What follows belongs to an exercise in optimizing a design on an open flow for small area, a short achievable clock period and few clock cycles per item; a production flow would make more cautious choices.
At most, simulation tests tie the RTL to the original design; equivalence was not proved.
Power and IR drop assume default switching activity.

==> job 4377 <==
==> flow/design.v <==
module varvara_bus (
    input  wire        clk,
    input  wire        rst,           
    input  wire        acc_valid,
    input  wire        acc_write,
    input  wire [7:0]  acc_addr,
    input  wire [7:0]  acc_wdata,
    output wire        acc_done,
    output wire [7:0]  acc_rdata,
    input  wire [7:0]  core_wst,
    input  wire [7:0]  core_rst,
    output wire        core_wst_we,
    output wire        core_rst_we,
    output wire [7:0]  core_sp_wdata,
    input  wire [15:0] surf_w,
    input  wire [15:0] surf_h,
    output wire        fill_req,
    output wire [15:0] fill_x,
    output wire [15:0] fill_y,
    output wire [15:0] fill_w,
    output wire [15:0] fill_h,
    output wire [1:0]  fill_colour,
    output wire        fill_fg,
    input  wire        fill_rsp,
    input  wire        fill_ok,
    output wire        con_req,
    output wire        con_chan,
    output wire [7:0]  con_byte,
    input  wire        con_rsp,
    input  wire        con_ok,
    input  wire [15:0] rtc_year,
    input  wire [7:0]  rtc_month0,
    input  wire [7:0]  rtc_day0,
    input  wire [7:0]  rtc_hour,
    input  wire [7:0]  rtc_minute,
    input  wire [7:0]  rtc_second,
    input  wire [7:0]  rtc_weekday,
    input  wire [15:0] rtc_yday,
    output wire        diag_valid,
    output wire [2:0]  diag_code,
    output wire [7:0]  diag_addr,
    output wire [7:0]  diag_data,
    output wire        halt,
    output wire [15:0] palette0,
    output wire [15:0] palette1,
    output wire [15:0] palette2,
    output wire [15:0] palette3,
    output wire [3:0]  scr_length,
    output wire        scr_auto_sprite
);
    wire       do_wr = acc_valid &  acc_write;
    wire       do_rd = acc_valid & ~acc_write;
    wire [3:0] page  = acc_addr[7:4];
    function automatic stored(input [7:0] a);
        stored = !(a == 8'h04 || a == 8'h05 ||
                   (a >= 8'h22 && a <= 8'h25) ||
                   (a >= 8'hC0 && a <= 8'hC9));
    endfunction
    wire [2047:0] shadow;                        
    wire [7:0]    wdata_r = rst ? 8'h00 : acc_wdata;
    genvar g;
    generate
        for (g = 0; g < 256; g = g + 1) begin : sh
            if (stored(g)) begin : r
                reg [7:0] q;
                always @(posedge clk)
                    if (rst || (do_wr && acc_addr == g))
                        q <= wdata_r;
                assign shadow[g*8 +: 8] = q;
            end else begin : z
                assign shadow[g*8 +: 8] = 8'h00;
            end
        end
    endgenerate
    wire [7:0] sh_08 = shadow[8'h08*8 +: 8];
    wire [7:0] sh_09 = shadow[8'h09*8 +: 8];
    wire [7:0] sh_0a = shadow[8'h0A*8 +: 8];
    wire [7:0] sh_0b = shadow[8'h0B*8 +: 8];
    wire [7:0] sh_0c = shadow[8'h0C*8 +: 8];
    wire [7:0] sh_0f = shadow[8'h0F*8 +: 8];
    wire [7:0] sh_26 = shadow[8'h26*8 +: 8];
    wire [7:0] sh_28 = shadow[8'h28*8 +: 8];
    wire [7:0] sh_29 = shadow[8'h29*8 +: 8];
    wire [7:0] sh_2a = shadow[8'h2A*8 +: 8];
    wire [7:0] sh_2b = shadow[8'h2B*8 +: 8];
    wire [7:0] sh_ca = shadow[8'hCA*8 +: 8];
    wire auto_x = sh_26[0];
    wire auto_y = sh_26[1];
    reg  [15:0] scr_x;
    reg  [15:0] scr_y;
    wire is_draw   = do_wr && acc_addr == 8'h2E;
    wire d_fill    = acc_wdata[7];
    wire d_flip_x  = acc_wdata[4];
    wire d_flip_y  = acc_wdata[5];
    wire in_bounds = (scr_x < surf_w) && (scr_y < surf_h);
    wire pixel_ok  = is_draw && !d_fill && in_bounds && fill_rsp && fill_ok;
    always @(posedge clk) begin
        if (rst) begin
            scr_x <= 16'd0;
            scr_y <= 16'd0;
        end else begin
            if (do_wr && acc_addr == 8'h28)      scr_x <= {acc_wdata, sh_29};
            else if (do_wr && acc_addr == 8'h29) scr_x <= {sh_28, acc_wdata};
            else if (pixel_ok && auto_x)         scr_x <= scr_x + 16'd1;
            if (do_wr && acc_addr == 8'h2A)      scr_y <= {acc_wdata, sh_2b};
            else if (do_wr && acc_addr == 8'h2B) scr_y <= {sh_2a, acc_wdata};
            else if (pixel_ok && auto_y)         scr_y <= scr_y + 16'd1;
        end
    end
    reg [7:0] rd_value;
    always @* begin
        case (acc_addr)
            8'h04:   rd_value = core_wst;
            8'h05:   rd_value = core_rst;
            8'h22:   rd_value = surf_w[15:8];
            8'h23:   rd_value = surf_w[7:0];
            8'h24:   rd_value = surf_h[15:8];
            8'h25:   rd_value = surf_h[7:0];
            8'h28:   rd_value = scr_x[15:8];
            8'h29:   rd_value = scr_x[7:0];
            8'h2A:   rd_value = scr_y[15:8];
            8'h2B:   rd_value = scr_y[7:0];
            8'hC0:   rd_value = rtc_year[15:8];
            8'hC1:   rd_value = rtc_year[7:0];
            8'hC2:   rd_value = rtc_month0;
            8'hC3:   rd_value = rtc_day0;
            8'hC4:   rd_value = rtc_hour;
            8'hC5:   rd_value = rtc_minute;
            8'hC6:   rd_value = rtc_second;
            8'hC7:   rd_value = rtc_weekday;
            8'hC8:   rd_value = rtc_yday[15:8];
            8'hC9:   rd_value = rtc_yday[7:0];
            default: rd_value = shadow[{acc_addr, 3'b000} +: 8];
        endcase
    end
    assign acc_rdata = rd_value;
    wire wr_audio = page == 4'h3 || page == 4'h4 || page == 4'h5 || page == 4'h6;
    wire wr_file  = page == 4'hA || page == 4'hB;
    wire wr_sys   = (acc_addr == 8'h03 || acc_addr == 8'h0E) && acc_wdata != 8'h00;
    assign core_wst_we   = do_wr && acc_addr == 8'h04;
    assign core_rst_we   = do_wr && acc_addr == 8'h05;
    assign core_sp_wdata = acc_wdata;
    assign diag_valid = (do_wr && (wr_sys || wr_audio || wr_file)) ||
                        (do_rd && acc_addr == 8'hCA);
    assign diag_code  = !acc_write ? 3'd4 :
                        wr_file    ? 3'd3 :
                        wr_audio   ? 3'd2 :
                        {2'b00, acc_addr[3]};
    assign diag_addr  = acc_addr;
    assign diag_data  = acc_write ? acc_wdata : sh_ca;
    assign con_req  = do_wr && acc_addr[7:1] == 7'h0C;
    assign con_chan = acc_addr[0];
    assign con_byte = acc_wdata;
    assign fill_req    = is_draw && (d_fill || in_bounds);
    assign fill_x      = (d_fill && d_flip_x) ? 16'd0 : scr_x;
    assign fill_y      = (d_fill && d_flip_y) ? 16'd0 : scr_y;
    assign fill_w      = !d_fill ? 16'd1 : d_flip_x ? scr_x : surf_w - scr_x;
    assign fill_h      = !d_fill ? 16'd1 : d_flip_y ? scr_y : surf_h - scr_y;
    assign fill_colour = acc_wdata[1:0];
    assign fill_fg     = acc_wdata[6];
    assign acc_done = acc_valid && !(con_req && !con_rsp) && !(fill_req && !fill_rsp);
    wire [15:0] b8  = {8'd0, sh_08};
    wire [15:0] b9  = {8'd0, sh_09};
    wire [15:0] b10 = {8'd0, shadow[8'h0A*8 +: 8]};
    wire [15:0] b11 = {8'd0, sh_0b};
    wire [15:0] b12 = {8'd0, sh_0c};
    assign palette0 = (b8 << 1) | (b9 >> 1);
    assign palette1 = ((b9 & 16'h0001) << 2) | b10;
    assign palette2 = (b10 << 1) | (b11 >> 1);
    assign palette3 = ((b11 & 16'h0001) << 2) | b12;
    assign halt            = sh_0f != 8'h00;
    assign scr_length      = sh_26[7:4];
    assign scr_auto_sprite = sh_26[2];
endmodule
==> flow/run.sh <==
#!/bin/bash
# synth_recipe.tcl (not shown) runs the flow's synth.tcl, then flattens the netlist and writes it again
# the make line also repeats each setting of config.mk as NAME=value (left out here)
make -C /OpenROAD-flow-scripts/flow DESIGN_CONFIG=/design/flow/config.mk WORK_HOME=/design/flow/orfs CLKGATE_MAP_FILE= SYNTH_SCRIPT=/design/flow/synth_recipe.tcl finish
==> flow/config.mk <==
export PLATFORM = sky130hd
export DESIGN_NAME = varvara_bus
export DESIGN_NICKNAME = varvara_bus
export VERILOG_FILES = /design/flow/design.v
export SDC_FILE = /design/flow/constraint.sdc
export NUM_CORES = 4
export LEC_CHECK = 0
export CAP_MARGIN = 20
export CORE_MARGIN = 2
export CORE_UTILIZATION = 40
export PLACE_DENSITY = 0.6
export SLEW_MARGIN = 20
==> flow/constraint.sdc <==
create_clock -name core_clock -period 5.0 [get_ports {clk}]
set_input_delay 1.0000 -clock core_clock [delete_from_list [all_inputs] [get_ports {clk}]]
set_output_delay 1.0000 -clock core_clock [all_outputs]
set_load 0.01 [all_outputs]
==> job 5098: changes against job 4377 <==
--- a/flow/design.v
+++ b/flow/design.v
@@ -57,6 +57,46 @@
                    (a >= 8'hC0 && a <= 8'hC9));
     endfunction
+    function automatic lt16(input [15:0] a, input [15:0] b);
+        reg [15:0] g, e, ng, ne;
+        integer k, s;
+        begin
+            g = ~a & b;
+            e = ~(a ^ b);
+            for (s = 1; s < 16; s = s * 2) begin
+                ng = g; ne = e;
+                for (k = 0; k < 16; k = k + 1)
+                    if (k >= s) begin
+                        ng[k] = g[k] | (e[k] & g[k-s]);
+                        ne[k] = e[k] & e[k-s];
+                    end
+                g = ng; e = ne;
+            end
+            lt16 = g[15];
+        end
+    endfunction
+    function automatic [15:0] sub16(input [15:0] a, input [15:0] b);
+        reg [15:0] p, g, pp, gg, ng, np;
+        integer k, s;
+        begin
+            p  = ~(a ^ b);
+            g  = a & ~b;
+            gg = {g[15:1], g[0] | p[0]};     
+            pp = p;
+            for (s = 1; s < 16; s = s * 2) begin
+                ng = gg; np = pp;
+                for (k = 0; k < 16; k = k + 1)
+                    if (k >= s) begin
+                        ng[k] = gg[k] | (pp[k] & gg[k-s]);
+                        np[k] = pp[k] & pp[k-s];
+                    end
+                gg = ng; pp = np;
+            end
+            sub16 = p ^ {gg[14:0], 1'b1};
+        end
+    endfunction
     wire [2047:0] shadow;                        
     wire [7:0]    wdata_r = rst ? 8'h00 : acc_wdata;
+    wire [15:0]   en_hi = rst ? 16'hFFFF : do_wr ? (16'd1 << acc_addr[7:4]) : 16'd0;
+    wire [15:0]   en_lo = rst ? 16'hFFFF : (16'd1 << acc_addr[3:0]);
     genvar g;
     generate
@@ -65,5 +105,5 @@
                 reg [7:0] q;
                 always @(posedge clk)
-                    if (rst || (do_wr && acc_addr == g))
+                    if (en_hi[g/16] && en_lo[g%16])
                         q <= wdata_r;
                 assign shadow[g*8 +: 8] = q;
@@ -93,5 +133,5 @@
     wire d_flip_x  = acc_wdata[4];
     wire d_flip_y  = acc_wdata[5];
-    wire in_bounds = (scr_x < surf_w) && (scr_y < surf_h);
+    wire in_bounds = lt16(scr_x, surf_w) && lt16(scr_y, surf_h);
     wire pixel_ok  = is_draw && !d_fill && in_bounds && fill_rsp && fill_ok;
     always @(posedge clk) begin
@@ -155,6 +195,6 @@
     assign fill_x      = (d_fill && d_flip_x) ? 16'd0 : scr_x;
     assign fill_y      = (d_fill && d_flip_y) ? 16'd0 : scr_y;
-    assign fill_w      = !d_fill ? 16'd1 : d_flip_x ? scr_x : surf_w - scr_x;
-    assign fill_h      = !d_fill ? 16'd1 : d_flip_y ? scr_y : surf_h - scr_y;
+    assign fill_w      = !d_fill ? 16'd1 : d_flip_x ? scr_x : sub16(surf_w, scr_x);
+    assign fill_h      = !d_fill ? 16'd1 : d_flip_y ? scr_y : sub16(surf_h, scr_y);
     assign fill_colour = acc_wdata[1:0];
     assign fill_fg     = acc_wdata[6];
--- a/flow/config.mk
+++ b/flow/config.mk
@@ -10,3 +10,5 @@
 export CORE_UTILIZATION = 40
 export PLACE_DENSITY = 0.6
+export SETUP_SLACK_MARGIN = 1.2
 export SLEW_MARGIN = 20
+export TNS_END_PERCENT = 10
==> notes.md <==
                                                                job 4377     job 5098
Register-to-Register Setup Slack                                 1.51 ns      1.87 ns
Global-route met3 utilization                                    0.04914      0.05323
Worst path depth                                                      14           18
Share of cell area taken by flip-flops and latches                0.5776       0.5807
Proportion of total power due to net switching                    0.2373       0.2365
Worst R2R Path Depth                                                  11           14
Sequential standard cell area                                0.05830 mm2  0.05831 mm2
Switching Power                                               0.009101 W   0.009105 W
Chip width                                                      458.5 um     454.6 um
Crit path setup slack, layout                                -0.01073 ns   0.05735 ns
Run status                                               failed layout checks  timing/DRC/antenna clean
Reasons for failing layout checks                   negative setup slack            -
Worst clock skew                                              0.01592 ns   0.01781 ns
CP arrival                                                       4.01 ns      3.94 ns
Sequential-to-total area share from yosys stat                    0.7056       0.7178
Fill cell count                                                    16902        16593
Met3 WL                                                         21970 um     22220 um
Testbench counts of job 4377, summed over its fixed seeds: cycles 67,146, accesses 48,000.
The RTL of job 5098 was laid out without a check of its function.

separate check: timing with driven ports:
The results above use ideal ports. As a check the final layouts listed here were re-extracted and re-timed, cells and wires unchanged.
Step 1, drivers: a clkbuf_16 drives clk and a buf_2 each remaining input, both assumed.
Step 2 adds t to the input delays and takes it off the output delays; t is the mean of the earliest and latest rising clock arrival at the registers after step 1. Input paths then give back, and output paths get back, about the clock's delay inside the block.
a / b / c = ideal / step 1 / step 2; a / b = the first two.
| run | t, ns | setup slack, ns | worst data-port slew with drivers (ns) |
|---|---|---|---|
| job 4377 | 0.940 | -0.011 / -0.209 / -0.209 | 0.28 |
| job 5098 | 0.909 | 0.057 / -0.124 / -0.124 | 0.26 |
Met with ideal ports but missed after step 2: setup timing in job 5098. For job 4377, which loses most, drivers alone change the setup slack by -0.198 ns; drivers and shift together by -0.198 ns.
